Background: an optimization exercise with open tools, aiming at small area, a short achievable clock period and few clock cycles per item. Do not read the settings as production practice. At most, simulation tests tie the RTL to the original design; equivalence was not proved. For run 1, only the layout was checked, not whether the RTL still works. Power and IR drop assume default switching activity.

<file path="flow/flow/run.sh">
#!/bin/bash
# The standard layout, with real buffers (not delay cells) on the ports.
set -euo pipefail
export BUFFER_PORTS_ARGS="-buffer_cell sky130_fd_sc_hd__buf_4"
bash standard.sh finish > layout.log 2>&1
</file>
<file path="flow/standard.sh">
#!/bin/bash
# synth_recipe.tcl (not shown) runs the flow's synth.tcl, then flattens the netlist and writes it again
# the make line also repeats each setting of config.mk as NAME=value (left out here)
make -C /OpenROAD-flow-scripts/flow DESIGN_CONFIG=/design/flow/config.mk WORK_HOME=/design/flow/orfs CLKGATE_MAP_FILE= SYNTH_SCRIPT=/design/flow/synth_recipe.tcl "${@:-finish}"
</file>
<file path="flow/config.mk">
export PLATFORM = sky130hd
export DESIGN_NAME = ble_tx
export DESIGN_NICKNAME = ble_tx
export VERILOG_FILES = /design/flow/design.v
export SDC_FILE = /design/flow/constraint.sdc
export NUM_CORES = 4
export LEC_CHECK = 0
export CAP_MARGIN = 20
export CORE_MARGIN = 2
export CORE_UTILIZATION = 40
export CTS_BUF_LIST = sky130_fd_sc_hd__clkbuf_16
export CTS_CLUSTER_DIAMETER = 100
export CTS_CLUSTER_SIZE = 24
export PLACE_DENSITY = 0.6
export SETUP_SLACK_MARGIN = 2.7
export SLEW_MARGIN = 20
</file>
<file path="flow/constraint.sdc">
create_clock -name core_clock -period 5.0 [get_ports {clk}]
set_input_delay 1.0000 -clock core_clock [delete_from_list [all_inputs] [get_ports {clk}]]
set_output_delay 1.0000 -clock core_clock [all_outputs]
set_load 0.01 [all_outputs]
</file>
<file path="flow/design.v">
module ble_tx (
    input  wire       clk,
    input  wire       rst,
    input  wire       start_valid,
    output wire       start_ready,
    input  wire [5:0] start_channel,
    input  wire [1:0] start_phy,
    input  wire [4:0] start_plen,
    input  wire       in_valid,
    output wire       in_ready,
    input  wire [7:0] in_data,
    output reg        out_valid,
    input  wire       out_ready,
    output reg  [7:0] out_data,
    output reg        out_last
);
    localparam [23:0] CRC_POLY = 24'h00065B;
    function [7:0] rev8(input [7:0] x);
        integer b;
        begin
            for (b = 0; b < 8; b = b + 1)
                rev8[b] = x[7-b];
        end
    endfunction
    function [23:0] crc8(input [23:0] c, input [7:0] d);
        integer b;
        reg [23:0] r;
        begin
            r = c;
            for (b = 7; b >= 0; b = b - 1)
                r = {r[22:0], 1'b0} ^ ((r[23] ^ d[b]) ? CRC_POLY : 24'd0);
            crc8 = r;
        end
    endfunction
    function [7:0] wbyte(input [6:0] l);
        integer b;
        reg [6:0] s;
        begin
            s = l;
            for (b = 7; b >= 0; b = b - 1) begin
                wbyte[b] = s[6];
                s = {s[5:0], s[6]} ^ (s[6] ? 7'h10 : 7'h00);
            end
        end
    endfunction
    function [6:0] lfsr8(input [6:0] l);
        integer b;
        reg [6:0] s;
        begin
            s = l;
            for (b = 0; b < 8; b = b + 1)
                s = {s[5:0], s[6]} ^ (s[6] ? 7'h10 : 7'h00);
            lfsr8 = s;
        end
    endfunction
    function [7:0] s8map(input a0, input a1);
        s8map = {a0, a0, ~a0, ~a0, a1, a1, ~a1, ~a1};
    endfunction
    reg       busy;         
    reg       pend;         
    reg [5:0] s_ch;
    reg [1:0] s_phy;
    reg [5:0] s_len;        
    assign start_ready = !busy;
    wire start_fire = start_valid && !busy;
    reg [247:0] mem;        
    reg [4:0] wp;           
    reg       ld_act;       
    reg [5:0] wcnt;         
    reg       a_rd;         
    reg       in_rdy;       
    assign in_ready = in_rdy;
    wire in_fire = in_valid && in_rdy;
    always @(posedge clk) begin
        mem <= {mem[239:0], in_fire ? in_data : mem[247:240]};
    end
    function [4:0] inc31(input [4:0] x);
        inc31 = (x == 5'd30) ? 5'd0 : x + 5'd1;
    endfunction
    wire [5:0] wcnt_inc = wcnt + 6'd1;
    wire in_last = (wcnt_inc == s_len);
    wire all_in  = !ld_act;
    wire a_in    = (wcnt >= 6'd6);
    localparam [2:0] A_IDLE = 3'd0,
                     A_H0   = 3'd1,
                     A_H1   = 3'd2,
                     A_ADDR = 3'd3,
                     A_PAY  = 3'd4,
                     A_CRC  = 3'd5;
    reg [2:0] aph;
    reg [4:0] pos;          
    reg [3:0] pos_lo;       
    reg [4:0] lpos;         
    reg [4:0] acnt;         
    reg       acnt_z;       
    reg       rb_v;
    reg [7:0] rb;
    reg       rb_crc;
    reg       rb_h0;        
    reg       rb_h1;        
    reg       rb_last;
    reg       fb_v;
    reg [7:0] fb;
    reg       fb_last;
    reg [23:0] crc;         
    reg [6:0]  lfsr;
    wire fb_take;           
    wire a_avail = (aph == A_H0) || (aph == A_H1) || (aph == A_CRC) ||
                   (aph == A_ADDR && a_in) || (aph == A_PAY && all_in);
    wire fb_load = rb_v && (!fb_v || fb_take);
    wire rb_load = a_avail && (!rb_v || fb_load);
    wire addr_end = acnt_z;
    wire pay_end  = addr_end;
    reg [7:0] rd;
    always @(*) begin : rdmux
        integer g, j;
        reg [7:0] grp [0:7];
        for (g = 0; g < 8; g = g + 1) begin
            grp[g] = 8'd0;
            for (j = 0; j < 4; j = j + 1)
                if (4*g + j < 31)
                    grp[g] = grp[g] | (pos_lo[j] ? mem[8*(4*g+j) +: 8] : 8'd0);
        end
        rd = grp[pos[4:2]];
    end
    wire       first  = in_fire && wcnt == 6'd0;
    wire       inc_r  = rb_load && (aph == A_ADDR || aph == A_PAY);
    wire       pos_z  = rb_load && aph == A_ADDR && addr_end;
    wire [4:0] pos_1  = inc31(pos);
    wire [4:0] pos_2  = inc31(pos_1);
    wire [4:0] lpos_1 = inc31(lpos);
    wire [6:0] l0     = 7'd32 - {1'b0, s_len};
    wire [4:0] lpos_0 = l0[6] ? l0[4:0] + 5'd31 : l0[4:0];    
    wire [4:0] pos_n  = first ? 5'd26 :                        
                        pos_z ? lpos_1 :
                        inc_r ? pos_2 : pos_1;
    wire [4:0] lpos_n = first ? lpos_0 : lpos_1;
    wire [3:0] lo_n   = 4'd1 << pos_n[1:0];
    reg  [7:0] bsrc;
    always @(*) begin
        if (rb_crc)
            bsrc = crc[23:16];
        else if (rb_h0)
            bsrc = 8'h40;                             
        else if (rb_h1)
            bsrc = rev8({2'b00, s_len});              
        else
            bsrc = rev8(rb);
    end
    localparam [1:0] O_IDLE = 2'd0,
                     O_HDR  = 2'd1,    
                     O_FRM  = 2'd2,    
                     O_TERM = 2'd3;    
    localparam [46:0] HDR_A0_S2 = {10'h000, 37'h092e71f762};
    localparam [46:0] HDR_A1_S2 = {10'h3ff, 37'h0f99a8e07a};
    localparam [46:0] HDR_A0_S8 = {10'h000, 37'h092e71f77c};
    localparam [46:0] HDR_A1_S8 = {10'h3ff, 37'h0f99a8e06c};
    reg [1:0] oph;
    reg [5:0] ocnt;         
    reg [1:0] o_phy;
    reg [2:0] fec;          
    wire adv   = !out_valid || out_ready;
    wire coded = o_phy[1];
    wire s8    = o_phy[0];
    wire e_b  = (oph == O_FRM) && fb[7];
    wire e_a1 = e_b ^ fec[1] ^ fec[2];
    wire e_a0 = e_a1 ^ fec[0];
    reg [7:0] s2_byte;
    reg [2:0] s2_fec;
    always @(*) begin : s2calc
        integer k;
        reg b, x1, x0;
        s2_fec = fec;
        s2_byte = 8'd0;
        for (k = 0; k < 4; k = k + 1) begin
            b  = (oph == O_FRM) && fb[7-k];
            x1 = b ^ s2_fec[1] ^ s2_fec[2];
            x0 = x1 ^ s2_fec[0];
            s2_byte[7-2*k] = x0;
            s2_byte[6-2*k] = x1;
            s2_fec = {s2_fec[1:0], b};
        end
    end
    reg [7:0] uhdr;
    always @(*) begin
        case (ocnt[2:0])
            3'd3:    uhdr = 8'h6B;
            3'd2:    uhdr = 8'h7D;
            3'd1:    uhdr = 8'h91;
            3'd0:    uhdr = 8'h71;
            default: uhdr = 8'h55;
        endcase
    end
    reg  h_a0, h_a1;
    wire [47:0] HDR_A0_S2_N = {HDR_A0_S2, 1'b0};    
    wire [47:0] HDR_A1_S2_N = {HDR_A1_S2, 1'b0};
    wire [47:0] HDR_A0_S8_N = {HDR_A0_S8, 1'b0};
    wire [47:0] HDR_A1_S8_N = {HDR_A1_S8, 1'b0};
    reg       nv;
    reg [7:0] nb;
    reg       nl;
    reg       fb_done;      
    always @(*) begin
        nv = 1'b0;
        nb = 8'h00;
        nl = 1'b0;
        fb_done = 1'b0;
        case (oph)
            O_HDR: begin
                nv = 1'b1;
                nb = coded ? s8map(h_a0, h_a1) : uhdr;
            end
            O_FRM: begin
                nv = fb_v;
                if (!coded) begin
                    nb = fb;
                    fb_done = 1'b1;
                    nl = fb_last;
                end else if (s8) begin
                    nb = s8map(e_a0, e_a1);
                    fb_done = (ocnt[2:0] == 3'd0);
                end else begin
                    nb = s2_byte;
                    fb_done = !ocnt[2];
                end
            end
            O_TERM: begin
                nv = 1'b1;
                nb = s8 ? s8map(e_a0, e_a1) : s2_byte;
                nl = (ocnt == 6'd0);
            end
            default: ;
        endcase
    end
    wire emit = adv && nv;
    assign fb_take = emit && (oph == O_FRM) && fb_done;
    wire pkt_end = emit && nl;
    wire pstart = pend && ((oph == O_IDLE) || pkt_end);
    wire last_rd = rb_load && ((aph == A_PAY && pay_end) ||
                               (aph == A_ADDR && addr_end && s_len == 6'd6));
    always @(posedge clk) begin
        if (rst) begin
            busy      <= 1'b0;
            pend      <= 1'b0;
            ld_act    <= 1'b0;
            in_rdy    <= 1'b0;
            aph       <= A_IDLE;
            rb_v      <= 1'b0;
            fb_v      <= 1'b0;
            oph       <= O_IDLE;
            out_valid <= 1'b0;
        end else begin
            if (start_fire) begin
                busy   <= 1'b1;
                pend   <= 1'b1;
                ld_act <= 1'b1;
            end
            if (in_fire && in_last)
                ld_act <= 1'b0;
            in_rdy <= (start_fire || (ld_act && !(in_fire && in_last))) &&
                      (start_fire || first || (wcnt == 6'd0 && !in_fire) ||
                       (in_fire ? wp == 5'd0 : wp == 5'd30)) &&
                      (start_fire || (in_fire ? wcnt_inc : wcnt) < 6'd31 ||
                       a_rd || (rb_load && aph == A_ADDR && addr_end));
            if (last_rd)
                busy <= 1'b0;
            if (rb_load) begin
                rb_v <= 1'b1;
                case (aph)
                    A_H0: aph <= A_H1;
                    A_H1: aph <= A_ADDR;
                    A_ADDR: if (addr_end) aph <= (s_len == 6'd6) ? A_CRC : A_PAY;
                    A_PAY: if (pay_end) aph <= A_CRC;
                    A_CRC: if (addr_end) aph <= A_IDLE;
                    default: ;
                endcase
            end else if (fb_load) begin
                rb_v <= 1'b0;
            end
            if (fb_load)
                fb_v <= 1'b1;
            else if (fb_take)
                fb_v <= 1'b0;
            if (emit) begin
                case (oph)
                    O_HDR: if (ocnt == 6'd0) oph <= O_FRM;
                    O_FRM: if (fb_done && fb_last) oph <= coded ? O_TERM : O_IDLE;
                    O_TERM: if (ocnt == 6'd0) oph <= O_IDLE;
                    default: ;
                endcase
            end
            if (pstart) begin
                pend <= 1'b0;
                oph  <= O_HDR;
                aph  <= A_H0;
            end
            if (adv)
                out_valid <= emit;
        end
    end
    always @(posedge clk) begin
        if (start_fire) begin
            s_ch  <= start_channel;
            s_phy <= start_phy;
            s_len <= {1'b0, start_plen} + 6'd6;
            wcnt  <= 6'd0;
            a_rd  <= 1'b0;
        end
        if (in_fire)
            wcnt <= wcnt_inc;
        pos    <= pos_n;
        pos_lo <= lo_n;
        lpos   <= lpos_n;
        wp     <= first ? 5'd0 : in_fire ? wp : inc31(wp);
        if (rb_load) begin
            rb_crc  <= (aph == A_CRC);
            rb_last <= (aph == A_CRC) && addr_end;
            rb_h0   <= (aph == A_H0);
            rb_h1   <= (aph == A_H1);
            rb      <= (aph == A_H0 || aph == A_H1) ? 8'h00 : rd;
            acnt    <= acnt - 5'd1;
            acnt_z  <= (acnt == 5'd1);
            case (aph)
                A_H1: begin
                    acnt   <= 5'd5;
                    acnt_z <= 1'b0;
                end
                A_ADDR: if (addr_end) begin
                    acnt   <= (s_len == 6'd6) ? 5'd2 : s_len[4:0] - 5'd7;    
                    acnt_z <= (s_len == 6'd7);
                    a_rd   <= 1'b1;
                end
                A_PAY: if (pay_end) begin
                    acnt   <= 5'd2;
                    acnt_z <= 1'b0;
                end
                default: ;
            endcase
        end
        if (fb_load) begin
            fb      <= bsrc ^ wbyte(lfsr);
            fb_last <= rb_last;
            crc     <= rb_crc ? {crc[15:0], 8'h00} : crc8(crc, rev8(rb));
            lfsr    <= lfsr8(lfsr);
        end else if (emit && oph == O_FRM) begin
            fb <= s8 ? {fb[6:0], 1'b0} : {fb[3:0], 4'h0};
        end
        if (emit) begin
            if (oph == O_FRM || oph == O_TERM)
                fec <= s8 ? {fec[1:0], e_b} : s2_fec;
            ocnt <= ocnt - ((oph == O_FRM && !s8) ? 6'd4 : 6'd1);
            if (oph == O_FRM && fb_done && fb_last)
                ocnt <= s8 ? 6'd2 : 6'd0;
        end
        if (emit && oph == O_HDR) begin
            h_a0 <= s8 ? HDR_A0_S8_N[ocnt] : HDR_A0_S2_N[ocnt];
            h_a1 <= s8 ? HDR_A1_S8_N[ocnt] : HDR_A1_S2_N[ocnt];
        end
        if (pstart) begin
            h_a0  <= 1'b0;                            
            h_a1  <= 1'b1;
            o_phy <= s_phy;
            ocnt  <= s_phy[1] ? 6'd46 : (s_phy[0] ? 6'd5 : 6'd4);
            fec   <= 3'd0;
            crc   <= 24'h155555 ^ {8'h00, s_len[0], s_len[1], s_len[2], s_len[3], s_len[4], s_len[5], 10'h000};
            lfsr  <= {s_ch[0], s_ch[1], s_ch[2], s_ch[3], s_ch[4], s_ch[5], 1'b1};
        end
        if (adv) begin
            out_data <= nb;
            out_last <= nl;
        end
    end
endmodule
</file>
==> results of run 1 <==
worst max-delay path, cell delays in order, from the launching register on:
cell      delay, ps
dfxtp_4         370
buf_12          140
nand3b_1        550
a21oi_1         290
or3_1           140
nor4_1           50
nor4_2          450
logic make-up after synthesis:
| logic type | after synthesis | share of synthesized area |
|---|---|---|
| flops | 380 | 0.588 |
| compound gates | 338 | 0.174 |
| simple gates | 322 | 0.108 |
| buf+inv | 113 | 0.0338 |
| xor+xnor | 105 | 0.0656 |
| fa+ha+maj | 22 | 0.0192 |
| mux | 15 | 0.0112 |
power by group through the flow:
stage	Combinational, uW	Sequential [uW]	Clock [uW]
after floorplan	1730	3720	0
after global placement	2030	4010	0
after detailed placement	2040	4010	0
after CTS	2310	3900	1710
after global routing	2670	3940	1830
final	2440	3890	1670
synthesized netlist by cell type (5+ instances only):
cell type	count
and2_1	7
a211oi_1	6
nor2b_1	8
buf_2	21
clkbuf_1	34
or3_1	10
mux2i_1	9
o31ai_1	13
nand2b_1	16
nand3_1	17
nand3b_1	10
buf_1	18
a22o_1	31
a222oi_1	11
inv_1	30
dfxtp_1	296
nor2_1	78
a221oi_1	40
xor2_1	31
o22ai_1	28
a221o_1	9
mux2_2	5
a31oi_1	11
a21oi_1	58
xnor2_1	72
a22oi_1	37
o21ai_0	44
nor3_1	17
nor4_1	17
o211ai_1	7
ha_1	22
nand2_1	111
and3_1	8
edfxtp_1	84
timing repair:
action	CTS	global route
endpoints found under the setup margin	132	75
gates resized for setup	38	37
buffers inserted	25	18
pin swaps	6	6
cloned	2	1
cell type report:
| cell class | instances | area share |
|---|---|---|
| tap | 461 | 0.0356 |
| clock buffer | 20 | 0.0309 |
| clock inverter | 7 | 0.00193 |
| timing repair buffer | 89 | 0.0459 |
| inverter | 33 | 0.00881 |
| timing repair inverter | 1 | 0.000541 |
| sequential | 380 | 0.524 |
| multi-input combinational | 804 | 0.352 |
per-layer routing:
metal	global-route usage	wire (microns)
met5	0	0
met4	0.0421	626
met1	0.245	15800
met3	0.0211	1450
met2	0.284	15500
flip-flops by register name, indices dropped and copies added, names as in the netlist, 2 cells and up:
| signal | count |
|---|---|
| lfsr | 7 |
| s_len | 6 |
| lpos | 5 |
| wcnt | 6 |
| crc | 24 |
| fec | 3 |
| out_data | 8 |
| s_phy | 2 |
| o_phy | 2 |
| fb | 8 |
| pos | 5 |
| s_ch | 6 |
| mem | 248 |
| acnt | 5 |
| ocnt | 6 |
| aph | 3 |
| wp | 5 |
| pos_lo | 4 |
| oph | 2 |
| rb | 8 |
worst max-delay path by stage:
stage / start / end / slack (ps)
3_5_place_dp: out_ready / ocnt[5] / 1660
5_1_grt: pos[0] / pos_lo[3] / 2670
4_1_cts: in_valid / pos_lo[1] / 2660
3_3_place_gp: out_ready / ocnt[5] / 1680
6_report: pos[3] / rb[2] / 2760
2_1_floorplan: out_ready / crc[10] / 2610
per-stage QoR:
step	power (uW)	area, sq um
finish	8000	16200
global route	8440	16200
CTS	7920	15900
detailed placement	6050	15000
global placement	6030	15000
floorplan	5450	14400
==> results_dict.tcl, run 1 <==
set metrics [dict create \
    outcome "no timing/DRC/antenna violations" \
    synth_top_cell_by_area "dfxtp_1" \
    synth.net_count 1343 \
    achievable-frequency_ghz 0.446 \
    netlist_area_sq_um 14400 \
    power.switching_fraction 0.336 \
    final_nets 1376 \
    cts_h_tree_depth 1 \
    grt_first_pass_wirelength_microns 53200 \
    holdPathEnd "mem[13]" \
    detail_route.iter0.violations 624 \
    clock_network_fraction_of_total_power 0.208 \
    clock_transition_at_the_registers_of_the_reported_paths_ps 100 \
    grtUsageTotal 0.173 \
    dr_total_vias 9948 \
    most-common-layout-cells "dfxtp_1, nand2_1, edfxtp_1" \
    worst-r2r-cell-count 6 \
    synth_top_area_frac 0.413 \
    final_min_period_over_clock_period 0.448 \
    power.density_nw_per_um2 494 \
    crit_type "reg -> reg" \
    die_h_microns 193 \
    gp_congestion 0.824 \
    synth_enable_flop_cells 84 \
    netlist_top_cells_area "dfxtp_1, edfxtp_1, xnor2_1" \
    reg2reg_slack_ps 2760 \
    cts_tree "yes" \
    floorplan.initialDensity 0.405 \
    num_rows 69 \
    max-clock-path-buffers 3 \
    grt_antenna_before_repair 0 \
    pin_count_of_the_biggest_net_entering_global_routing 42 \
    synth.ff_latch_count 380 \
    fin_ws_ps 2760 \
    insertedDiodeCount 0 \
    multiInputGateArea_sq_um 5700 \
    cts_made_buffers 19 \
    hold_class "reg -> reg" \
    post_drt_via_cell_ratio 5.54 \
    dp.final_hpwl_microns 20500 \
    ir_worst_vdd_uv 238 \
    ctsRootBufferMaster "clkbuf_16" \
    hold_start "mem[5]" \
    reported_net_switching_power_uw 2690 \
    syn_avg_cell_area_sq_um 11.1 \
    clock_sinks 380 \
    grt_remaining_overflow 0 \
    timing.max_cap.violations 0 \
    worstSetupStartpointType "flip-flop" \
    dpl.cell_count 1722 \
    clock_insertion_delay_worst_skew_ps 530 \
    synth-main-ff-cell "dfxtp_1" \
    p_leak_uw 0.00599 \
    detail_route.wirelength_microns 33400 \
    drive_gt1_frac 0.142 \
    fill_cells 3287 \
    synthDistinctLibCells 88 \
    portBuffers 37 \
    period_needed_ps 2240 \
    mostFrequentLayoutCell "dfxtp_1" \
    fp.coreArea_sq_um 35500 \
    synthesis_to_finish_area_growth_pct 12.8 \
    fin_util 0.456 \
    hold-worst-slack_ps 347 \
    power.internal_uw 5310 \
    slew_violations 0 \
    postRouteAntennaNets 0 \
    combinationalPowerShare 0.306 \
    cts.hold.buffers_added 0 \
    cp_data_arrival_time_ps 2520 \
    unrepaired_setup_endpoints_after_global_routing "true" \
    die_ar_sq_um 37400 \
    r2r-end "rb[2]" \
    hold_viol_final 0 \
    critPathCaptureType "flip-flop" \
    regArea_sq_um 8490 \
    detail_route.wl_per_cell_microns 18.6 \
    die_width_microns 193 \
    synthCells 1295 \
    synth.yosys.seq_area_share 0.588 \
    fin_worst_skew_ps 16.6 \
    timing.final.setup_violations 0 \
    detailed_routing_iterations_pass_1 5 \
    timing.critical_path.fanout_max 16 \
    stdcell_count 1795 \
    grt_pass1_vias 9586 \
    io_pins 38 \
    max-slew-margin-rel 0.408 \
    rr_startpoint "pos[3]" \
    worst_hold_depth 0 \
    p_seq_frac 0.486 \
    place_ws_ps 1660 \
    worst_slew_pin_tran_ps 886 \
    required_ps 5280 \
    async_sr_flop_fraction 0 \
    totalNegativeSetupSlack_ps 0 \
    remaining_drc_errors 0 \
    ys.warnings.count 2 \
]
==> run 2: changes to the inputs <==
--- a/flow/design.v
+++ b/flow/design.v
@@ -89,7 +89,7 @@
                      A_CRC  = 3'd5;
     reg [2:0] aph;
     reg [4:0] pos;          
-    reg [3:0] pos_lo;       
+    wire [3:0] pos_lo = 4'd1 << pos[1:0];
     reg [4:0] lpos;         
     reg [4:0] acnt;         
     reg       acnt_z;       
@@ -135,7 +135,6 @@
                         pos_z ? lpos_1 :
                         inc_r ? pos_2 : pos_1;
     wire [4:0] lpos_n = first ? lpos_0 : lpos_1;
-    wire [3:0] lo_n   = 4'd1 << pos_n[1:0];
     reg  [7:0] bsrc;
     always @(*) begin
         if (rb_crc)
@@ -309,7 +308,6 @@
         if (in_fire)
             wcnt <= wcnt_inc;
         pos    <= pos_n;
-        pos_lo <= lo_n;
         lpos   <= lpos_n;
         wp     <= first ? 5'd0 : in_fire ? wp : inc31(wp);
         if (rb_load) begin
==> run 2 against run 1 <==
Compared with the run above: total power fell by 0.56%; wire length is 0.91% higher; die area is 0.22% lower; global-route usage decreased by 0.23 points; cell count is 0.95% higher; non-clock buffer count is 3 higher; register-to-register slack barely moved; core utilization up 0.14 points; setup slack worse by 9.4 ps; critical endpoint is now rb[5]; flip-flop and latch count fell by 4; count of clock-buffer cells in the layout down 1; critical path depth grew 3.
==> results_dict.tcl, run 2 <==
set metrics [dict create \
    mostFrequentLayoutCell "dfxtp_1" \
    insertedDiodeCount 0 \
    post_drt_via_cell_ratio 5.49 \
    synth.ff_latch_count 376 \
    cp_data_arrival_time_ps 2520 \
    synth.yosys.seq_area_share 0.584 \
    max-clock-path-buffers 3 \
    reg_top3 "mem: 248 flops, crc: 24 flops" \
    crit_type "reg -> reg" \
    post-layout-total-power_uw 7950 \
    detail_route.iter0.violations 740 \
    hold_viol_final 0 \
    cts_tree "yes" \
    fp.coreArea_sq_um 35400 \
    period_needed_ps 2250 \
    cts_h_tree_depth 1 \
    synthCells 1311 \
    synth-main-ff-cell "dfxtp_1" \
    grt_pass1_vias 9678 \
    grt_antenna_before_repair 0 \
    ir_worst_vdd_uv 204 \
    die_h_microns 193 \
    async_sr_flop_fraction 0 \
    largest_register_ff_count 248 \
    most_numerous_cell_in_the_yosys_netlist "dfxtp_1" \
    fin_worst_skew_ps 17.1 \
    remaining_drc_errors 0 \
    ys.warnings.count 2 \
    slew_violations 0 \
    synth.net_count 1361 \
    achievable-frequency_ghz 0.444 \
    clock_insertion_delay_worst_skew_ps 530 \
    dr_total_vias 9949 \
    netlist_area_sq_um 14300 \
    p_leak_uw 0.00602 \
    most-common-layout-cells "dfxtp_1, nand2_1, edfxtp_1" \
    worstSetupStartpointType "flip-flop" \
    synthesis_to_finish_area_growth_pct 13.1 \
    final_min_period_over_clock_period 0.450 \
    floorplan.initialDensity 0.405 \
    syn_avg_cell_area_sq_um 10.9 \
    largest-register "mem" \
    die_width_microns 193 \
    dp.final_hpwl_microns 21000 \
    die_ar_sq_um 37400 \
    totalNegativeSetupSlack_ps 0 \
    unrepaired_setup_endpoints_after_global_routing "true" \
    critPathCaptureType "flip-flop" \
    timing.final.setup_violations 0 \
    final_nets 1393 \
    power.density_nw_per_um2 491 \
    netlist_top_cells_area "dfxtp_1, edfxtp_1, xnor2_1" \
    grt_first_pass_wirelength_microns 52500 \
    gp_congestion 0.817 \
    clock_transition_at_the_registers_of_the_reported_paths_ps 100 \
    grt_remaining_overflow 0 \
    drive_gt1_frac 0.135 \
    clock_sinks 376 \
    cts_made_buffers 19 \
    synthDistinctLibCells 74 \
    detail_route.wirelength_microns 33700 \
    hold_class "reg -> reg" \
    max-slew-margin-rel 0.398 \
    postRouteAntennaNets 0 \
    synth_top_cell_by_area "dfxtp_1" \
    timing.critical_path.fanout_max 6 \
    required_ps 5260 \
    ctsRootBufferMaster "clkbuf_16" \
    synth_top_area_frac 0.408 \
    grtUsageTotal 0.171 \
    detail_route.wl_per_cell_microns 18.6 \
    num_rows 69 \
    pin_count_of_the_biggest_net_entering_global_routing 43 \
    timing.max_cap.violations 0 \
    portBuffers 37 \
    synth.cells.most_frequent "dfxtp_1, nand2_1, edfxtp_1" \
    synth_enable_flop_cells 84 \
    detailed_routing_iterations_pass_1 5 \
    reg2reg_slack_ps 2750 \
    worst_slew_pin_tran_ps 901 \
    cts.hold.buffers_added 0 \
    io_pins 38 \
    outcome "no timing/DRC/antenna violations" \
]
run 2: cell types whose count changed after synthesis, moves of 9 or more:
cell	previous run	this run
o21ai_0	44	59
nand3_1	17	31
nor4_1	17	5
nor3_1	17	27
a22o_1	31	40
buf_2	21	30
o22ai_1	28	19
run 2: where the power goes:
part	internal (uW)	switching (uW)	total, uW
clock	699	939	1640
sequential	3440	262	3700
combinational	1110	1500	2610
run 2: area by class of cell:
type                            instances  area, sq um
Fill cell                            3336        19200
Sequential cell                       376         8380
Multi-Input combinational cell        826         5770
Timing Repair Buffer                   92          812
Tap cell                              461          577
Clock buffer                           19          475
Inverter                               27          131
Clock inverter                         10         47.5
Timing Repair inverter                  1         8.76
run 2: cell families (layout without fill, tap and decap cells):
| logic type | count (synthesis) | in the layout | synth area share |
|---|---|---|---|
| buf+inv | 110 | 149 | 0.0324 |
| compound gates | 350 | 351 | 0.174 |
| mux | 16 | 16 | 0.0125 |
| simple gates | 335 | 335 | 0.112 |
| fa+ha+maj | 24 | 24 | 0.0210 |
| flops | 376 | 376 | 0.584 |
| xor+xnor | 100 | 100 | 0.0642 |
run 2: worst paths after layout:
| check | cells past startpoint | to | start |
|---|---|---|---|
| worst max-delay path | 9 | rb[5] | pos[1] |
| worst min-delay path | 0 | mem[159] | mem[151] |
| worst max register to register | 9 | rb[5] | pos[1] |
| worst min register to register | 0 | mem[159] | mem[151] |
run 2: per-stage QoR:
stage | instances | hold slack (ps) | instance area, sq um | util | worst slack [ps]
2_1_floorplan | 1311 | 330 | 14500 | - | 2590
3_3_place_gp | 1736 | 333 | 15000 | 0.424 | 1780
3_5_place_dp | 1736 | 335 | 15000 | 0.424 | 1770
4_1_cts | 1781 | 349 | 15800 | 0.445 | 2640
5_1_grt | 1812 | 351 | 16200 | 0.458 | 2640
6_report | 1812 | 346 | 16200 | 0.458 | 2750
run 2: timing repair:
| action | 4_1_cts | 5_1_grt |
|---|---|---|
| endpoints found under the hold margin | 0 | 0 |
| buffers inserted | 15 | 28 |
| resized for setup | 24 | 36 |
| endpoints found under the setup margin | 106 | 42 |
| pin swaps | 7 | 15 |
| cloned | 1 | 3 |
run 2: critical path: stages (launching register included):
cell	delay, ps
dfxtp_4	410
inv_2	80
ha_4	200
buf_4	150
a22o_1	210
a221oi_1	300
mux4_2	310
a21oi_1	80
nor3_1	180
nor4_1	70
run 2: routing by layer:
metal	GRT usage	up-vias	part of all wire
li1	-	4829	-
met1	0.238	4869	0.47
met3	0.0197	47	0.038
met5	0	-	0
met4	0.0450	0	0.022
met2	0.283	204	0.47
Testbench counts of run 2, summed over its fixed seeds: cycles 42,368, packets 384.
==> run 3: changes to the inputs <==
--- a/flow/config.mk
+++ b/flow/config.mk
@@ -14,3 +14,4 @@
 export PLACE_DENSITY = 0.6
 export SETUP_SLACK_MARGIN = 2.7
 export SLEW_MARGIN = 20
+export TNS_END_PERCENT = 20
==> run 3 against run 2 <==
Compared with the run above: die area unchanged; sequential power grew 2%; clock skew grew 3.4 ps; flip-flop and latch count stayed put; non-clock buffer count is 10 lower; final area is essentially flat.
==> results_dict.tcl, run 3 <==
set metrics [dict create \
    outcome "no timing/DRC/antenna violations" \
    dpl-instance-area_sq_um 15000 \
    cts.hold.buffers_added 0 \
    synth_enable_flop_cells 84 \
    gp_congestion 0.873 \
    required_ps 5380 \
    timing.max_cap.violations 0 \
    worst_setup_path_endpoint "crc[0]" \
    synth.ff_latch_count 376 \
    grtUsageTotal 0.173 \
    synth-main-ff-cell "dfxtp_1" \
    most_numerous_cell_in_the_yosys_netlist "dfxtp_1" \
    synthCells 1311 \
    grt_antenna_before_repair 0 \
    hold_viol_final 0 \
    synth.yosys.seq_area_share 0.584 \
    rr_startpoint "ocnt[0]" \
    max-clock-path-buffers 3 \
    path_delay_family "compound AO/OA/AOI/OAI gates" \
    slowest_cell_delay_on_critical_path_ps 540 \
    syn_avg_cell_area_sq_um 10.9 \
    clock_insertion_delay_worst_skew_ps 550 \
    max-slew-margin-rel 0.366 \
    ys.warnings.count 2 \
    power.density_nw_per_um2 494 \
    num_rows 69 \
    fill_cells 3236 \
    worstPathCellList "o211ai_1 > buf_4 > nand4_4 > a21bo_4 > inv_2 > nand2b_1 > o21ai_0" \
    reg2reg_slack_ps 2700 \
    post-layout-total-power_uw 8010 \
    postRouteAntennaNets 0 \
    mostFrequentLayoutCell "dfxtp_1" \
    fp.coreArea_sq_um 35400 \
    dp.final_hpwl_microns 21100 \
    place_ws_ps 1770 \
    die_h_microns 193 \
    most-common-layout-cells "dfxtp_1, nand2_1, edfxtp_1" \
    cts_made_buffers 20 \
    synthDistinctLibCells 74 \
    fin_util 0.458 \
    synth.net_count 1361 \
    unrepaired_setup_endpoints_after_global_routing "true" \
    synth_top_area_frac 0.408 \
    synthesis_to_finish_area_growth_pct 13.2 \
    dr_total_vias 9914 \
    final_min_period_over_clock_period 0.459 \
    largest-register "mem" \
    cp-startpoint "ocnt[0]" \
    critPathCaptureType "flip-flop" \
    timing.critical_path.fanout_max 24 \
    post_drt_via_cell_ratio 5.50 \
    slew_violations 0 \
    cts_tree "yes" \
    cts_h_tree_depth 1 \
    r2r-end "crc[0]" \
    achievable-frequency_ghz 0.435 \
    fin_worst_skew_ps 20.5 \
    die_width_microns 193 \
    reg_top3 "mem: 248 flops, crc: 24 flops" \
    clock_transition_at_the_registers_of_the_reported_paths_ps 100 \
    synth_top_cell_by_area "dfxtp_1" \
    die_ar_sq_um 37400 \
    grt_remaining_overflow 0 \
    grt_pass1_vias 9378 \
    detail_route.wl_per_cell_microns 19.0 \
    worst_slew_pin_tran_ps 949 \
    worstPathBufferInverterCount 2 \
    worst-r2r-cell-count 7 \
    detail_route.iter0.violations 671 \
    async_sr_flop_fraction 0 \
    netlist_top_cells_area "dfxtp_1, edfxtp_1, xnor2_1" \
    grt_first_pass_wirelength_microns 53100 \
    cp_data_arrival_time_ps 2680 \
    p_leak_uw 0.00601 \
    ctsRootBufferMaster "clkbuf_16" \
    io_pins 38 \
    insertedDiodeCount 0 \
    clock_sinks 376 \
    period_needed_ps 2300 \
    finalInstanceArea_sq_um 16200 \
    hold_class "reg -> reg" \
    netlist_area_sq_um 14300 \
    floorplan.initialDensity 0.405 \
    largest_register_ff_count 248 \
    pin_count_of_the_biggest_net_entering_global_routing 42 \
    detail_route.wirelength_microns 34300 \
    timing.final.setup_violations 0 \
    totalNegativeSetupSlack_ps 0 \
    worstSetupStartpointType "flip-flop" \
    worst_path_max_delay_cell "edfxtp_1" \
    remaining_drc_errors 0 \
    detailed_routing_iterations_pass_1 6 \
    drive_gt1_frac 0.130 \
    fin_ws_ps 2700 \
    portBuffers 37 \
    cp.depth 7 \
    crit_type "reg -> reg" \
    final_nets 1384 \
    ir_worst_vdd_uv 305 \
    synth.cells.most_frequent "dfxtp_1, nand2_1, edfxtp_1" \
]
==> run 3: cell counts after synthesis <==
No cell type changed its count.
==> run 3: how the worst min path moves through the flow <==
stage	startpoint	endpoint	cells after the start
after floorplan	mem[56]	mem[64]	0
after global placement	mem[178]	mem[186]	0
after detailed placement	mem[173]	mem[181]	0
after CTS	mem[168]	mem[176]	0
after global routing	mem[80]	mem[88]	0
final	mem[207]	mem[215]	0
==> run 3: report_power, final <==
group,total (uW),internal [uW],switching (uW)
Combinational,2510,1080,1430
Sequential,3760,3450,308
Clock,1740,749,995
==> run 3: worst reg2reg max path, stage by stage, from the launching register on <==
cell      delay [ps]
edfxtp_1         540
o211ai_1         230
buf_4            160
nand4_4          140
a21bo_4          350
inv_2            320
nand2b_1         180
o21ai_0          210
==> run 3: what timing repair did <==
action	CTS	global route
gates cloned	2	3
resized for setup	30	34
endpoints found under the hold margin	0	0
pin swaps	4	18
endpoints found under the setup margin	105	45
buffers inserted	13	20
==> run 3: final cells by class <==
| type | count | area [sq um] | share of cell area |
|---|---|---|---|
| well taps | 461 | 577 | 0.0356 |
| multi-input cells | 826 | 5740 | 0.354 |
| repair buffers | 82 | 792 | 0.0488 |
| inverters | 27 | 129 | 0.00795 |
| clock buffers | 20 | 500 | 0.0309 |
| clock inverters | 11 | 80.1 | 0.00494 |
| repair inverters | 1 | 8.76 | 0.000540 |
| flip-flops and latches | 376 | 8390 | 0.517 |
==> run 3: metrics by stage <==
stage	hold slack [ps]	std cells
2_1_floorplan	330	1311
3_3_place_gp	333	1735
3_5_place_dp	336	1735
4_1_cts	347	1781
5_1_grt	352	1804
6_report	344	1804
==> run 3: cells by family (layout without fill, tap and decap cells) <==
| group | count (synthesis) | after routing | share of synthesized area |
|---|---|---|---|
| compound gates | 350 | 351 | 0.174 |
| xor+xnor | 100 | 100 | 0.0642 |
| fa+ha+maj | 24 | 24 | 0.0210 |
| buf+inv | 110 | 141 | 0.0324 |
| flops | 376 | 376 | 0.584 |
| mux | 16 | 16 | 0.0125 |
| simple gates | 335 | 335 | 0.112 |
==> run 3: metal layers <==
metal / track usage / share of wire / vias to the layer above
li1: - / - / 4832
met1: 0.248 / 0.47 / 4797
met2: 0.282 / 0.46 / 236
met3: 0.0190 / 0.049 / 49
met4: 0.0410 / 0.022 / 0
met5: 0 / 0 / -
==> run 4: changes to the inputs <==
--- a/flow/config.mk
+++ b/flow/config.mk
@@ -10,8 +10,7 @@
 export CORE_UTILIZATION = 40
 export CTS_BUF_LIST = sky130_fd_sc_hd__clkbuf_16
 export CTS_CLUSTER_DIAMETER = 100
-export CTS_CLUSTER_SIZE = 24
+export CTS_CLUSTER_SIZE = 30
 export PLACE_DENSITY = 0.6
 export SETUP_SLACK_MARGIN = 2.7
 export SLEW_MARGIN = 20
-export TNS_END_PERCENT = 20
==> run 4 against run 3 <==
Compared with the run above: final area shrank 0.53%; wire length decreased by 2.6%; die area is the same; core utilization decreased by 0.24 points; global-route usage decreased by 0.24 points; maximum frequency grew 0.78%; synthesized cell count stayed put; still clean; register-to-register slack better by 20 ps; first-iteration DRC count increased by 15%; critical path depth increased by 2; setup slack better by 18 ps; clock skew is 8.3 ps higher.
==> results_dict.tcl, run 4 <==
set metrics [dict create \
    outcome "no timing/DRC/antenna violations" \
    dpl.cell_count 1736 \
    largest_register_ff_count 248 \
    synth.net_count 1361 \
    power.internal_uw 5150 \
    mostFrequentLayoutCell "dfxtp_1" \
    synthCells 1311 \
    netlist_top_cells_area "dfxtp_1, edfxtp_1, xnor2_1" \
    critPathCaptureType "flip-flop" \
    achievable-frequency_ghz 0.439 \
    ys.warnings.count 2 \
    p_leak_uw 0.00595 \
    synthesis_to_finish_area_growth_pct 12.6 \
    detail_route.wirelength_microns 33400 \
    io_pins 38 \
    worst-r2r-cell-count 9 \
    floorplan.initialDensity 0.405 \
    cp_data_arrival_time_ps 2550 \
    reported_net_switching_power_uw 2700 \
    combinationalPowerShare 0.324 \
    fp.coreArea_sq_um 35400 \
    detailed_routing_iterations_pass_1 5 \
    dp.final_hpwl_microns 21000 \
    cts_made_buffers 17 \
    hold-worst-slack_ps 350 \
    most-common-layout-cells "dfxtp_1, nand2_1, edfxtp_1" \
    required_ps 5280 \
    power.density_nw_per_um2 487 \
    period_needed_ps 2280 \
    remaining_drc_errors 0 \
    most_numerous_cell_in_the_yosys_netlist "dfxtp_1" \
    stdcell_count 1801 \
    synthDistinctLibCells 74 \
    crit_type "reg -> reg" \
    reg2reg_slack_ps 2720 \
    synth.yosys.seq_area_share 0.584 \
    detail_route.iter0.violations 770 \
    clock_network_fraction_of_total_power 0.204 \
    unrepaired_setup_endpoints_after_global_routing "true" \
    gp_congestion 0.817 \
    ir_worst_vdd_uv 309 \
    pin_count_of_the_biggest_net_entering_global_routing 43 \
    postRouteAntennaNets 0 \
    final_min_period_over_clock_period 0.456 \
    fin_worst_skew_ps 28.8 \
    drive_gt1_frac 0.137 \
    cts_h_tree_depth 1 \
    hold_class "reg -> reg" \
    die_h_microns 193 \
    final_nets 1385 \
    grtUsageTotal 0.171 \
    die_width_microns 193 \
    netlist_area_sq_um 14300 \
    timing.critical_path.fanout_max 33 \
    clock_transition_at_the_registers_of_the_reported_paths_ps 110 \
    num_rows 69 \
    reg_top3 "mem: 248 flops, crc: 24 flops" \
    synth_top_area_frac 0.408 \
    post-layout-total-power_uw 7850 \
    max-slew-margin-rel 0.397 \
    synth-main-ff-cell "dfxtp_1" \
    detail_route.wl_per_cell_microns 18.5 \
    grt_first_pass_wirelength_microns 52500 \
    worst_slew_pin_tran_ps 902 \
    clock_sinks 376 \
    p_seq_frac 0.471 \
    cts_tree "yes" \
    syn_avg_cell_area_sq_um 10.9 \
    clock_insertion_delay_worst_skew_ps 530 \
    timing.max_cap.violations 0 \
    grt_antenna_before_repair 0 \
    largest-register "mem" \
    synth_enable_flop_cells 84 \
    synth_top_cell_by_area "dfxtp_1" \
    worstSetupStartpointType "flip-flop" \
    power.switching_fraction 0.344 \
    timing.final.setup_violations 0 \
    totalNegativeSetupSlack_ps 0 \
    grt_remaining_overflow 0 \
    grt_pass1_vias 9617 \
    insertedDiodeCount 0 \
    max-clock-path-buffers 3 \
    slew_violations 0 \
    die_ar_sq_um 37400 \
    ctsRootBufferMaster "clkbuf_16" \
    dr_total_vias 9875 \
    worst_hold_depth 0 \
    synth.ff_latch_count 376 \
    hold_viol_final 0 \
    cts.hold.buffers_added 0 \
    post_drt_via_cell_ratio 5.48 \
    async_sr_flop_fraction 0 \
    portBuffers 37 \
    synth.cells.most_frequent "dfxtp_1, nand2_1, edfxtp_1" \
]
## run 4: cell counts after synthesis
Identical to the previous run, type by type.
## run 4: per-layer routing
layer | wire (microns) | global-route usage | vias up | share of wire
met4 | 557 | 0.0396 | 0 | 0.017
li1 | - | - | 4818 | -
met1 | 15800 | 0.240 | 4818 | 0.47
met5 | 0 | 0 | - | 0
met2 | 15800 | 0.284 | 201 | 0.47
met3 | 1300 | 0.0190 | 38 | 0.039
## run 4: stage by stage
| step | worst slack, ps | area [sq um] | util |
|---|---|---|---|
| 2_1_floorplan | 2590 | 14500 | - |
| 3_5_place_dp | 1770 | 15000 | 0.424 |
| 3_3_place_gp | 1780 | 15000 | 0.424 |
| 5_1_grt | 2630 | 16100 | 0.456 |
| 6_report | 2720 | 16100 | 0.456 |
| 4_1_cts | 2650 | 15700 | 0.445 |
## run 4: worst max-delay path: stages (launching register included)
cell and delay (ps):
dfxtp_4 390, inv_1 110, ha_4 210, buf_4 160, buf_8 190, a22o_1 230, a221oi_1 290, o22ai_1 150
nor3_2 150, a21oi_1 130
## run 4: final cells by class
type | count | area [sq um]
Clock buffer | 17 | 425
Timing Repair inverter | 1 | 8.76
Fill cell | 3337 | 19300
Clock inverter | 7 | 72.6
Timing Repair Buffer | 86 | 714
Tap cell | 461 | 577
Inverter | 27 | 129
Multi-Input combinational cell | 826 | 5820
Sequential cell | 376 | 8380
## run 4: kinds of logic (layout without fill, tap and decap cells)
family,Yosys count,in the layout,synth area share
AND/OR/NAND/NOR,335,335,0.112
adder cells (fa/ha/maj),24,24,0.0210
flip-flops,376,376,0.584
buffers and inverters,110,138,0.0324
multiplexers,16,16,0.0125
AO/OA/AOI/OAI,350,351,0.174
XOR/XNOR,100,100,0.0642
## run 4: worst paths after layout
check,startpoint,end
hold / removal,mem[108],mem[116]
setup / recovery,pos[0],rb[1]
setup reg to reg,pos[0],rb[1]
hold reg to reg,mem[108],mem[116]
## run 4: timing repair
| item | CTS | global route |
|---|---|---|
| pin swaps | 7 | 15 |
| setup buffers | 17 | 22 |
| resized for setup | 24 | 44 |
| cloned | 1 | 1 |
| endpoints found under the setup margin | 106 | 42 |
## run 4: power by group through the flow
| stage | clock network (uW) | registers, uW | logic (uW) |
|---|---|---|---|
| 2_1_floorplan | 0 | 3660 | 1750 |
| 3_3_place_gp | 0 | 3760 | 2230 |
| 3_5_place_dp | 0 | 3760 | 2250 |
| 4_1_cts | 1640 | 3700 | 2390 |
| 5_1_grt | 1760 | 3740 | 2790 |
| 6_report | 1610 | 3700 | 2550 |
==> run 5: changes to the inputs <==
--- a/flow/config.mk
+++ b/flow/config.mk
@@ -7,10 +7,10 @@
 export LEC_CHECK = 0
 export CAP_MARGIN = 20
 export CORE_MARGIN = 2
-export CORE_UTILIZATION = 40
+export CORE_UTILIZATION = 50
 export CTS_BUF_LIST = sky130_fd_sc_hd__clkbuf_16
 export CTS_CLUSTER_DIAMETER = 100
-export CTS_CLUSTER_SIZE = 30
-export PLACE_DENSITY = 0.6
+export CTS_CLUSTER_SIZE = 24
+export PLACE_DENSITY = 0.65
 export SETUP_SLACK_MARGIN = 2.7
 export SLEW_MARGIN = 20
==> run 5 against run 4 <==
Compared with the run above: clock skew shrank 4.9 ps; setup slack worse by 36 ps; cell count fell by 4.3%; total power grew 2.9%; core utilization rose by 12 points; critical endpoint is now rb[6]; largest cell class unchanged.
==> results_dict.tcl, run 5 <==
set metrics [dict create \
    die_ar_sq_um 30000 \
    worst_path_max_delay_cell "dfxtp_4" \
    grt_first_pass_wirelength_microns 52300 \
    netlist_top_cells_area "dfxtp_1, edfxtp_1, xnor2_1" \
    die_h_microns 173 \
    drive_gt1_frac 0.135 \
    grt_antenna_before_repair 0 \
    timing.max_cap.violations 0 \
    totalNegativeSetupSlack_ps 0 \
    grt_pass1_vias 9585 \
    hold_viol_final 0 \
    worstPathBufferInverterCount 2 \
    io_pins 38 \
    max-slew-margin-rel 0.393 \
    grtUsageTotal 0.214 \
    largest-register "mem" \
    largest_register_ff_count 248 \
    unrepaired_setup_endpoints_after_global_routing "true" \
    ir_worst_vdd_uv 343 \
    synth.net_count 1361 \
    fill_cells 2369 \
    clock_transition_at_the_registers_of_the_reported_paths_ps 110 \
    synth_fa_ha_area_frac 0.0210 \
    ys.warnings.count 2 \
    floorplan.initialDensity 0.512 \
    netlist_area_sq_um 14300 \
    reg_top3 "mem: 248 flops, crc: 24 flops" \
    async_sr_flop_fraction 0 \
    detail_route.iter0.violations 745 \
    slew_violations 0 \
    synth.cells.most_frequent "dfxtp_1, nand2_1, edfxtp_1" \
    synth_enable_flop_cells 84 \
    synthesis_to_finish_area_growth_pct 13.2 \
    cts_made_buffers 19 \
    crit_type "reg -> reg" \
    fin_worst_skew_ps 23.9 \
    worst_slew_pin_tran_ps 908 \
    synth_top_cell_by_area "dfxtp_1" \
    die_width_microns 173 \
    final_min_period_over_clock_period 0.463 \
    synthCells 1311 \
    critPathCaptureType "flip-flop" \
    portBuffers 37 \
    clock_insertion_delay_worst_skew_ps 530 \
    dominant_combinational_cell_family_by_area_after_synthesis "compound AO/OA/AOI/OAI gates" \
    grt.met1_usage 0.293 \
    dr_total_vias 10000 \
    cts_h_tree_depth 1 \
    period_needed_ps 2320 \
    cts_tree "yes" \
    p_leak_uw 0.00604 \
    insertedDiodeCount 0 \
    regArea_sq_um 8390 \
    stdcell_count 1723 \
    ctsRootBufferMaster "clkbuf_16" \
    pin_count_of_the_biggest_net_entering_global_routing 39 \
    outcome "no timing/DRC/antenna violations" \
    groute.layer.met2.usage 0.361 \
    synth_top_area_frac 0.408 \
    synth_compound_area_frac 0.174 \
    worstPathCellList "inv_4 > ha_4 > buf_12 > a22o_1 > a221oi_1 > o22ai_1 > nor4_2 > a21oi_1" \
    synth.yosys.seq_area_share 0.584 \
    cts.hold.buffers_added 0 \
    detail_route.wl_per_cell_microns 19.4 \
    timing.final.setup_violations 0 \
    postRouteAntennaNets 0 \
    post_synth_and_or_nand_nor_area_fraction 0.112 \
    detail_route.wirelength_microns 33400 \
    most_numerous_cell_in_the_yosys_netlist "dfxtp_1" \
    remaining_drc_errors 0 \
    num_rows 61 \
    synth-main-ff-cell "dfxtp_1" \
    timing.critical_path.fanout_max 7 \
    synth_xor_xnor_area_share 0.0642 \
    power.density_nw_per_um2 499 \
    grt_remaining_overflow 0 \
    cp_data_arrival_time_ps 2570 \
    most-common-layout-cells "dfxtp_1, nand2_1, edfxtp_1" \
    worstSetupStartpointType "flip-flop" \
    path_delay_family "compound AO/OA/AOI/OAI gates" \
    mostFrequentLayoutCell "dfxtp_1" \
    fp.coreArea_sq_um 28000 \
    synthDistinctLibCells 74 \
    grt_most_used_layer "met2" \
    achievable-frequency_ghz 0.432 \
    required_ps 5250 \
    dpl.cell_count 1651 \
    synth.ff_latch_count 376 \
    slowest_cell_delay_on_critical_path_ps 410 \
    detailed_routing_iterations_pass_1 5 \
    multiInputGateArea_sq_um 5850 \
    grt_use_met3 0.0268 \
    max-clock-path-buffers 3 \
    syn_avg_cell_area_sq_um 10.9 \
    hold_class "reg -> reg" \
    post_drt_via_cell_ratio 5.80 \
    gp_congestion 0.818 \
    dp.final_hpwl_microns 20400 \
    final_nets 1387 \
    synth_mux_area_frac 0.0125 \
    clock_sinks 376 \
]
[run 5: cell counts after synthesis]
No cell type changed its count.
[run 5: cells by family (layout without fill, tap and decap cells)]
group / after synthesis / after routing
AND/OR/NAND/NOR: 335 / 335
buffers and inverters: 110 / 143
flip-flops: 376 / 376
AO/OA/AOI/OAI: 350 / 351
adder cells (fa/ha/maj): 24 / 24
multiplexers: 16 / 16
XOR/XNOR: 100 / 100
[run 5: final timing paths]
kind	depth (start not counted)	slack, ps	endpoint	startpoint
max	8	2680	rb[6]	pos[0]
min	0	340	mem[19]	mem[11]
max reg2reg	8	2680	rb[6]	pos[0]
min reg2reg	0	340	mem[19]	mem[11]
[run 5: routing by layer]
| layer | part of all wire | routed length (microns) |
|---|---|---|
| met1 | 0.46 | 15300 |
| met4 | 0.027 | 895 |
| met3 | 0.045 | 1500 |
| met2 | 0.47 | 15700 |
| met5 | 0 | 0 |
[run 5: worst reg2reg max path, delay by kind of cell (launching register included)]
kind / cells / cell delay [ps]
compound gates: 4 / 820
flops: 1 / 410
simple gates: 1 / 360
buf+inv: 2 / 230
fa+ha+maj: 1 / 220
[run 5: where the power goes]
part / total [uW] / internal (uW) / switching, uW
logic: 2640 / 1130 / 1510
registers: 3720 / 3440 / 277
clock network: 1720 / 781 / 939
[run 5: repair_timing]
item	CTS	global route
buffers inserted	22	16
pin swaps	7	14
setup endpoints to repair	108	40
cloned	3	2
resized for setup	36	35
[run 5: layout make-up]
type / count / area share
clock buffer: 20 / 0.0309
clock inverter: 9 / 0.00401
inverter: 27 / 0.00795
multi-input combinational: 826 / 0.361
sequential: 376 / 0.517
tap: 378 / 0.0292
timing repair buffer: 87 / 0.0501
[run 5: through the flow]
| step | total power [uW] | utilization | area, sq um | hold WS, ps | setup slack, ps |
|---|---|---|---|---|---|
| floorplan | 5420 | - | 14500 | 330 | 2590 |
| global placement | 5970 | 0.531 | 14900 | 332 | 1330 |
| detailed placement | 5980 | 0.531 | 14900 | 337 | 1250 |
| CTS | 7920 | 0.566 | 15900 | 343 | 2670 |
| global route | 8470 | 0.579 | 16200 | 347 | 2580 |
| finish | 8080 | 0.579 | 16200 | 337 | 2680 |
==> run 6: changes to the inputs <==
--- a/flow/config.mk
+++ b/flow/config.mk
@@ -7,10 +7,11 @@
 export LEC_CHECK = 0
 export CAP_MARGIN = 20
 export CORE_MARGIN = 2
-export CORE_UTILIZATION = 50
+export CORE_UTILIZATION = 40
 export CTS_BUF_LIST = sky130_fd_sc_hd__clkbuf_16
 export CTS_CLUSTER_DIAMETER = 100
 export CTS_CLUSTER_SIZE = 24
-export PLACE_DENSITY = 0.65
-export SETUP_SLACK_MARGIN = 2.7
+export PLACE_DENSITY = 0.6
+export SETUP_SLACK_MARGIN = 2.8
 export SLEW_MARGIN = 20
+export TNS_END_PERCENT = 0
==> run 6 against run 5 <==
Compared with the run above: cell count rose by 4.7%; total power fell by 1.1%; non-clock buffer count fell by 4; first-iteration DRC count fell by 8.9%; global-route usage fell by 4.1 points; via count fell by 0.96%; synthesized cell count did not move; register-to-register slack improved by 50 ps; wire length rose by 0.32%; combinational power fell by 3%; critical path type unchanged.
==> results_dict.tcl, run 6 <==
set metrics [dict create \
    outcome "no timing/DRC/antenna violations" \
    largest_register_ff_count 248 \
    cts_h_tree_depth 1 \
    synthCells 1311 \
    grt_first_pass_wirelength_microns 53300 \
    required_ps 5300 \
    most_numerous_cell_in_the_yosys_netlist "dfxtp_1" \
    cp_data_arrival_time_ps 2560 \
    clock_transition_at_the_registers_of_the_reported_paths_ps 90 \
    portBuffers 37 \
    totalNegativeSetupSlack_ps 0 \
    grt_pass1_vias 9669 \
    final_nets 1385 \
    synth_top_area_frac 0.408 \
    detail_route.wirelength_microns 33500 \
    fp.coreArea_sq_um 35400 \
    synth.net_count 1361 \
    cp-startpoint "pos[1]" \
    synth.ff_latch_count 376 \
    regArea_sq_um 8380 \
    fin_ws_ps 2740 \
    max-slew-margin-rel 0.485 \
    synth.cells.most_frequent "dfxtp_1, nand2_1, edfxtp_1" \
    worst_path_max_delay_cell "dfxtp_4" \
    power.density_nw_per_um2 493 \
    io_pins 38 \
    grtUsageTotal 0.174 \
    drive_gt1_frac 0.129 \
    timing.critical_path.fanout_max 24 \
    gp_congestion 0.839 \
    dominant_combinational_cell_family_by_area_after_synthesis "compound AO/OA/AOI/OAI gates" \
    max-clock-path-buffers 3 \
    fill_cells 3265 \
    num_rows 69 \
    dr_total_vias 9906 \
    grt_antenna_before_repair 0 \
    synth_mux_area_frac 0.0125 \
    p_leak_uw 0.00601 \
    period_needed_ps 2260 \
    clock_insertion_delay_worst_skew_ps 540 \
    worst-r2r-cell-count 8 \
    worst_setup_path_endpoint "rb[0]" \
    detail_route.wl_per_cell_microns 18.6 \
    dp.final_hpwl_microns 20800 \
    detail_route.iter0.violations 679 \
    netlist_top_cells_area "dfxtp_1, edfxtp_1, xnor2_1" \
    reg_top3 "mem: 248 flops, crc: 24 flops" \
    wl_met1_microns 15900 \
    synth.yosys.seq_area_share 0.584 \
    clock_sinks 376 \
    worst_slew_pin_tran_ps 772 \
    most-common-layout-cells "dfxtp_1, nand2_1, edfxtp_1" \
    insertedDiodeCount 0 \
    achievable-frequency_ghz 0.442 \
    grt_remaining_overflow 0 \
    syn_avg_cell_area_sq_um 10.9 \
    remaining_drc_errors 0 \
    timing.final.setup_violations 0 \
    die_ar_sq_um 37400 \
    final_min_period_over_clock_period 0.453 \
    dpl.cell_count 1735 \
    worstSetupStartpointType "flip-flop" \
    cts_tree "yes" \
    synth-main-ff-cell "dfxtp_1" \
    stdcell_count 1804 \
    crit_type "reg -> reg" \
    dr_wl_met3_microns 1290 \
    worstPathCellList "inv_2 > ha_4 > bufbuf_16 > a22o_1 > a221oi_1 > o22ai_1 > nor3_1 > a21oi_1" \
    synth_fa_ha_area_frac 0.0210 \
    r2r-end "rb[0]" \
    critPathCaptureType "flip-flop" \
    slowest_cell_delay_on_critical_path_ps 390 \
    fin_worst_skew_ps 39.7 \
    post-layout-total-power_uw 7990 \
    finalInstanceArea_sq_um 16200 \
    place_ws_ps 1760 \
    synthesis_to_finish_area_growth_pct 13.2 \
    reg2reg_slack_ps 2740 \
    ys.warnings.count 2 \
    synthDistinctLibCells 74 \
    die_h_microns 193 \
    largest-register "mem" \
    synth_top_cell_by_area "dfxtp_1" \
    async_sr_flop_fraction 0 \
    route.met2.wl_microns 15900 \
    hold_class "reg -> reg" \
    hold_viol_final 0 \
    ctsRootBufferMaster "clkbuf_16" \
    ir_worst_vdd_uv 270 \
    mostFrequentLayoutCell "dfxtp_1" \
    multiInputGateArea_sq_um 5740 \
    postRouteAntennaNets 0 \
    rr_startpoint "pos[1]" \
    pin_count_of_the_biggest_net_entering_global_routing 40 \
    synth_xor_xnor_area_share 0.0642 \
    synth_enable_flop_cells 84 \
    post_synth_and_or_nand_nor_area_fraction 0.112 \
    top_layer_used "met4" \
    post_drt_via_cell_ratio 5.49 \
    dpl-instance-area_sq_um 15000 \
    timing.max_cap.violations 0 \
    cts_made_buffers 20 \
    floorplan.initialDensity 0.405 \
    synth_compound_area_frac 0.174 \
    netlist_area_sq_um 14300 \
    unrepaired_setup_endpoints_after_global_routing "true" \
    slew_violations 0 \
    die_width_microns 193 \
    detailed_routing_iterations_pass_1 5 \
]
==> run 6: worst min path at each step <==
stage / slack [ps] / to / cells past startpoint / from
2_1_floorplan: 330 / mem[64] / 0 / mem[56]
3_3_place_gp: 330 / mem[67] / 0 / mem[59]
3_5_place_dp: 340 / mem[115] / 0 / mem[107]
4_1_cts: 340 / mem[218] / 0 / mem[210]
5_1_grt: 340 / mem[69] / 0 / mem[61]
6_report: 330 / mem[218] / 0 / mem[210]
==> run 6: area by class of cell <==
class / count / area share
Inverter: 27 / 0.00795
Tap cell: 461 / 0.0356
Timing Repair Buffer: 83 / 0.0494
Timing Repair inverter: 1 / 0.000540
Sequential cell: 376 / 0.517
Multi-Input combinational cell: 826 / 0.354
Clock buffer: 20 / 0.0309
Clock inverter: 10 / 0.00463
==> run 6: what timing repair did <==
action                                  CTS  global route
resized for setup                        41            23
endpoints found under the setup margin  128            58
cloned                                    3             3
endpoints found under the hold margin     0             0
hold buffers                              0             0
pin swaps                                10            11
setup buffers                            22            11
==> run 6: per-layer routing <==
metal,up-vias,GRT usage
li1,4822,-
met1,4874,0.242
met2,170,0.288
met3,40,0.0235
met4,0,0.0373
met5,-,0
==> run 6: logic make-up (layout without fill, tap and decap cells) <==
family                     Yosys count  in the layout
muxes                               16             16
AOI/OAI and AO/OA                  350            351
buffers and inverters              110            141
and+or+nand+nor                    335            335
xor gates and xnor gates           100            100
DFF                                376            376
adders and majority gates           24             24
==> run 6: per-stage QoR <==
stage,util,hold WS [ps]
2_1_floorplan,-,330
3_3_place_gp,0.423,332
3_5_place_dp,0.423,336
4_1_cts,0.452,338
5_1_grt,0.458,341
6_report,0.458,332
==> run 6: power breakdown <==
part	leakage [uW]	internal [uW]	switching [uW]	total (uW)
logic	0.00250	1090	1470	2560
clock network	0.000299	747	985	1730
registers	0.00321	3440	262	3700
==> run 6: worst max-delay path: cells and delay by family, from the launching register on <==
family                   cells  cell delay, ps
AND/OR/NAND/NOR              1             190
flip-flops                   1             390
adder cells (fa/ha/maj)      1             210
AO/OA/AOI/OAI                4             860
buffers and inverters        2             390
==> run 7: changes to the inputs <==
--- a/flow/config.mk
+++ b/flow/config.mk
@@ -12,6 +12,6 @@
 export CTS_CLUSTER_DIAMETER = 100
 export CTS_CLUSTER_SIZE = 24
 export PLACE_DENSITY = 0.6
-export SETUP_SLACK_MARGIN = 2.8
+export SETUP_SLACK_MARGIN = 2.9
 export SLEW_MARGIN = 20
 export TNS_END_PERCENT = 0
==> run 7 against run 6 <==
Compared with the run above: flip-flop and latch count did not move; wire length is 3.7% higher; combinational power is 14% higher; sequential share of layout area is 1.5 points lower; largest power group unchanged; first-iteration DRC count rose by 2.2%; global-route usage up 0.68 points; synthesized cell count unchanged; core utilization grew 1.3 points; synthesized area unchanged; largest cell class unchanged; register-to-register slack about the same.
==> results_dict.tcl, run 7 <==
set metrics [dict create \
    outcome "no timing/DRC/antenna violations" \
    worst_slew_pin_tran_ps 757 \
    dpl-instance-area_sq_um 15000 \
    crit_type "reg -> reg" \
    max-slew-margin-rel 0.495 \
    floorplan.initialDensity 0.405 \
    die_h_microns 193 \
    synth-main-ff-cell "dfxtp_1" \
    synth_enable_flop_cells 84 \
    hold-worst-slack_ps 334 \
    timing.final.setup_violations 0 \
    detail_route.iter0.violations 694 \
    grt_pass1_vias 9795 \
    synth.cells.most_frequent "dfxtp_1, nand2_1, edfxtp_1" \
    dpl.cell_count 1735 \
    die_ar_sq_um 37400 \
    pin_count_of_the_biggest_net_entering_global_routing 40 \
    cts_made_buffers 20 \
    synthCells 1311 \
    ctsRootBufferMaster "clkbuf_16" \
    detailed_routing_iterations_pass_1 5 \
    grt_first_pass_wirelength_microns 54900 \
    syn_avg_cell_area_sq_um 10.9 \
    most-common-layout-cells "dfxtp_1, nand2_1, edfxtp_1" \
    p_leak_uw 0.00623 \
    post_drt_via_cell_ratio 5.51 \
    timing.max_cap.violations 0 \
    synth_top_cell_by_area "dfxtp_1" \
    mostFrequentLayoutCell "dfxtp_1" \
    required_ps 5260 \
    fp.coreArea_sq_um 35400 \
    drive_gt1_frac 0.153 \
    die_width_microns 193 \
    final_nets 1406 \
    detail_route.wl_per_cell_microns 19.1 \
    async_sr_flop_fraction 0 \
    final_min_period_over_clock_period 0.454 \
    cp_data_arrival_time_ps 2530 \
    detail_route.wirelength_microns 34800 \
    remaining_drc_errors 0 \
    largest-register "mem" \
    stdcell_count 1825 \
    most_numerous_cell_in_the_yosys_netlist "dfxtp_1" \
    cts_h_tree_depth 1 \
    synth_top_area_frac 0.408 \
    ys.warnings.count 2 \
    netlist_top_cells_area "dfxtp_1, edfxtp_1, xnor2_1" \
    cts.hold.buffers_added 0 \
    synth.ff_latch_count 376 \
    synthesis_to_finish_area_growth_pct 16.4 \
    worst-r2r-cell-count 8 \
    critPathCaptureType "flip-flop" \
    hold_viol_final 0 \
    insertedDiodeCount 0 \
    max-clock-path-buffers 3 \
    gp_congestion 0.839 \
    synth.net_count 1361 \
    netlist_area_sq_um 14300 \
    fin_worst_skew_ps 38.7 \
    num_rows 69 \
    slew_violations 0 \
    achievable-frequency_ghz 0.440 \
    dr_total_vias 10100 \
    grt_remaining_overflow 0 \
    io_pins 38 \
    ir_worst_vdd_uv 272 \
    dp.final_hpwl_microns 20800 \
    finalInstanceArea_sq_um 16700 \
    hold_class "reg -> reg" \
    synth.yosys.seq_area_share 0.584 \
    synthDistinctLibCells 74 \
    grt_antenna_before_repair 0 \
    portBuffers 37 \
    power.density_nw_per_um2 501 \
    clock_insertion_delay_worst_skew_ps 550 \
    unrepaired_setup_endpoints_after_global_routing "true" \
    totalNegativeSetupSlack_ps 0 \
    cts_tree "yes" \
    period_needed_ps 2270 \
    postRouteAntennaNets 0 \
    grtUsageTotal 0.180 \
    worst_hold_depth 0 \
    reg_top3 "mem: 248 flops, crc: 24 flops" \
    clock_sinks 376 \
    worstSetupStartpointType "flip-flop" \
    largest_register_ff_count 248 \
    clock_transition_at_the_registers_of_the_reported_paths_ps 100 \
    timing.critical_path.fanout_max 9 \
    fill_cells 3204 \
]
run 7: layout make-up:
type	instances	area, sq um	area share
flip-flops and latches	376	8380	0.503
multi-input cells	826	5840	0.350
repair buffers	104	1160	0.0695
well taps	461	577	0.0346
clock buffers	20	500	0.0300
inverters	27	134	0.00803
clock inverters	10	75.1	0.00450
repair inverters	1	8.76	0.000525
run 7: layer usage:
metal / vias up / share of wire / routed length, microns / global-route usage
met5: - / 0 / 0 / 0
met4: 0 / 0.017 / 576 / 0.0373
met3: 46 / 0.041 / 1430 / 0.0232
met2: 228 / 0.47 / 16400 / 0.300
met1: 4901 / 0.47 / 16300 / 0.253
li1: 4876 / - / - / -
run 7: path summary, 6_finish.rpt:
check / start / end / slack [ps]
worst max-delay path: pos[0] / rb[7] / 2730
worst min-delay path: mem[21] / mem[29] / 330
worst max register to register: pos[0] / rb[7] / 2730
worst min register to register: mem[21] / mem[29] / 330
run 7: through the flow:
stage / total power [uW] / worst slack, ps / utilization
final: 8350 / 2730 / 0.471
after global routing: 8800 / 2670 / 0.471
after CTS: 8210 / 2800 / 0.462
after detailed placement: 5980 / 1760 / 0.423
after global placement: 5970 / 1790 / 0.423
after floorplan: 5410 / 2580 / -
run 7: worst max-delay path, stage by stage (launching register included):
cell and delay (ps):
dfxtp_4 380, buf_4 140, ha_4 200, buf_12 160, a22o_1 210, a221oi_4 240, o22ai_2 140, a2111oi_2 410
a21oi_1 140
run 7: repair_timing:
action	in CTS	in global routing
endpoints found under the setup margin	138	98
gates cloned	9	2
gates resized for setup	72	29
pin swaps	22	15
buffers inserted	34	15
run 7: cell families after synthesis:
kind of cell,synth area share
mux,0.0125
simple gates,0.112
fa+ha+maj,0.0210
compound gates,0.174
flops,0.584
buf+inv,0.0324
xor+xnor,0.0642
run 7: power by group:
group | leakage, uW | internal [uW] | switching [uW]
clock network | 0.000299 | 746 | 987
registers | 0.00321 | 3440 | 265
logic | 0.00271 | 1340 | 1570
total | 0.00623 | 5530 | 2820

==> port drivers added, routing unchanged <==
In the flow no input, the clock included, has a driving cell. The finished layouts below were timed again as built, in two steps. Step 1: set_driving_cell puts a clkbuf_16 on clk and a buf_2 on each other input, an assumption about the parent block. Step 2 adds t to the input delays and takes it off the output delays; t is the mean of the earliest and latest rising clock arrival at the registers after step 1. Input paths then give back, and output paths get back, about the clock's delay inside the block. Slacks: ideal / step 1 / step 2; pairs: ideal / step 1.
run | t, ns | slack for setup (ns) | worst setup path after step 2 | slew at the worst register clock pin (ns)
run 1 | 0.570 | 2.759 / 2.759 / 2.261 | input to register | 0.11 / 0.11
run 2 | 0.574 | 2.749 / 2.749 / 2.251 | input to register | 0.10 / 0.10
run 3 | 0.591 | 2.703 / 2.703 / 2.191 | input to register | 0.11 / 0.11
run 4 | 0.565 | 2.721 / 2.721 / 2.259 | input to register | 0.11 / 0.11
run 5 | 0.567 | 2.685 / 2.685 / 2.213 | input to register | 0.11 / 0.11
run 6 | 0.582 | 2.737 / 2.737 / 2.253 | input to register | 0.11 / 0.11
run 7 | 0.583 | 2.729 / 2.729 / 2.329 | input to register | 0.10 / 0.10
After both steps every run listed still meets setup and hold. For run 3, which loses most, drivers alone change the setup slack by 0.000 ns; drivers and shift together by -0.512 ns.
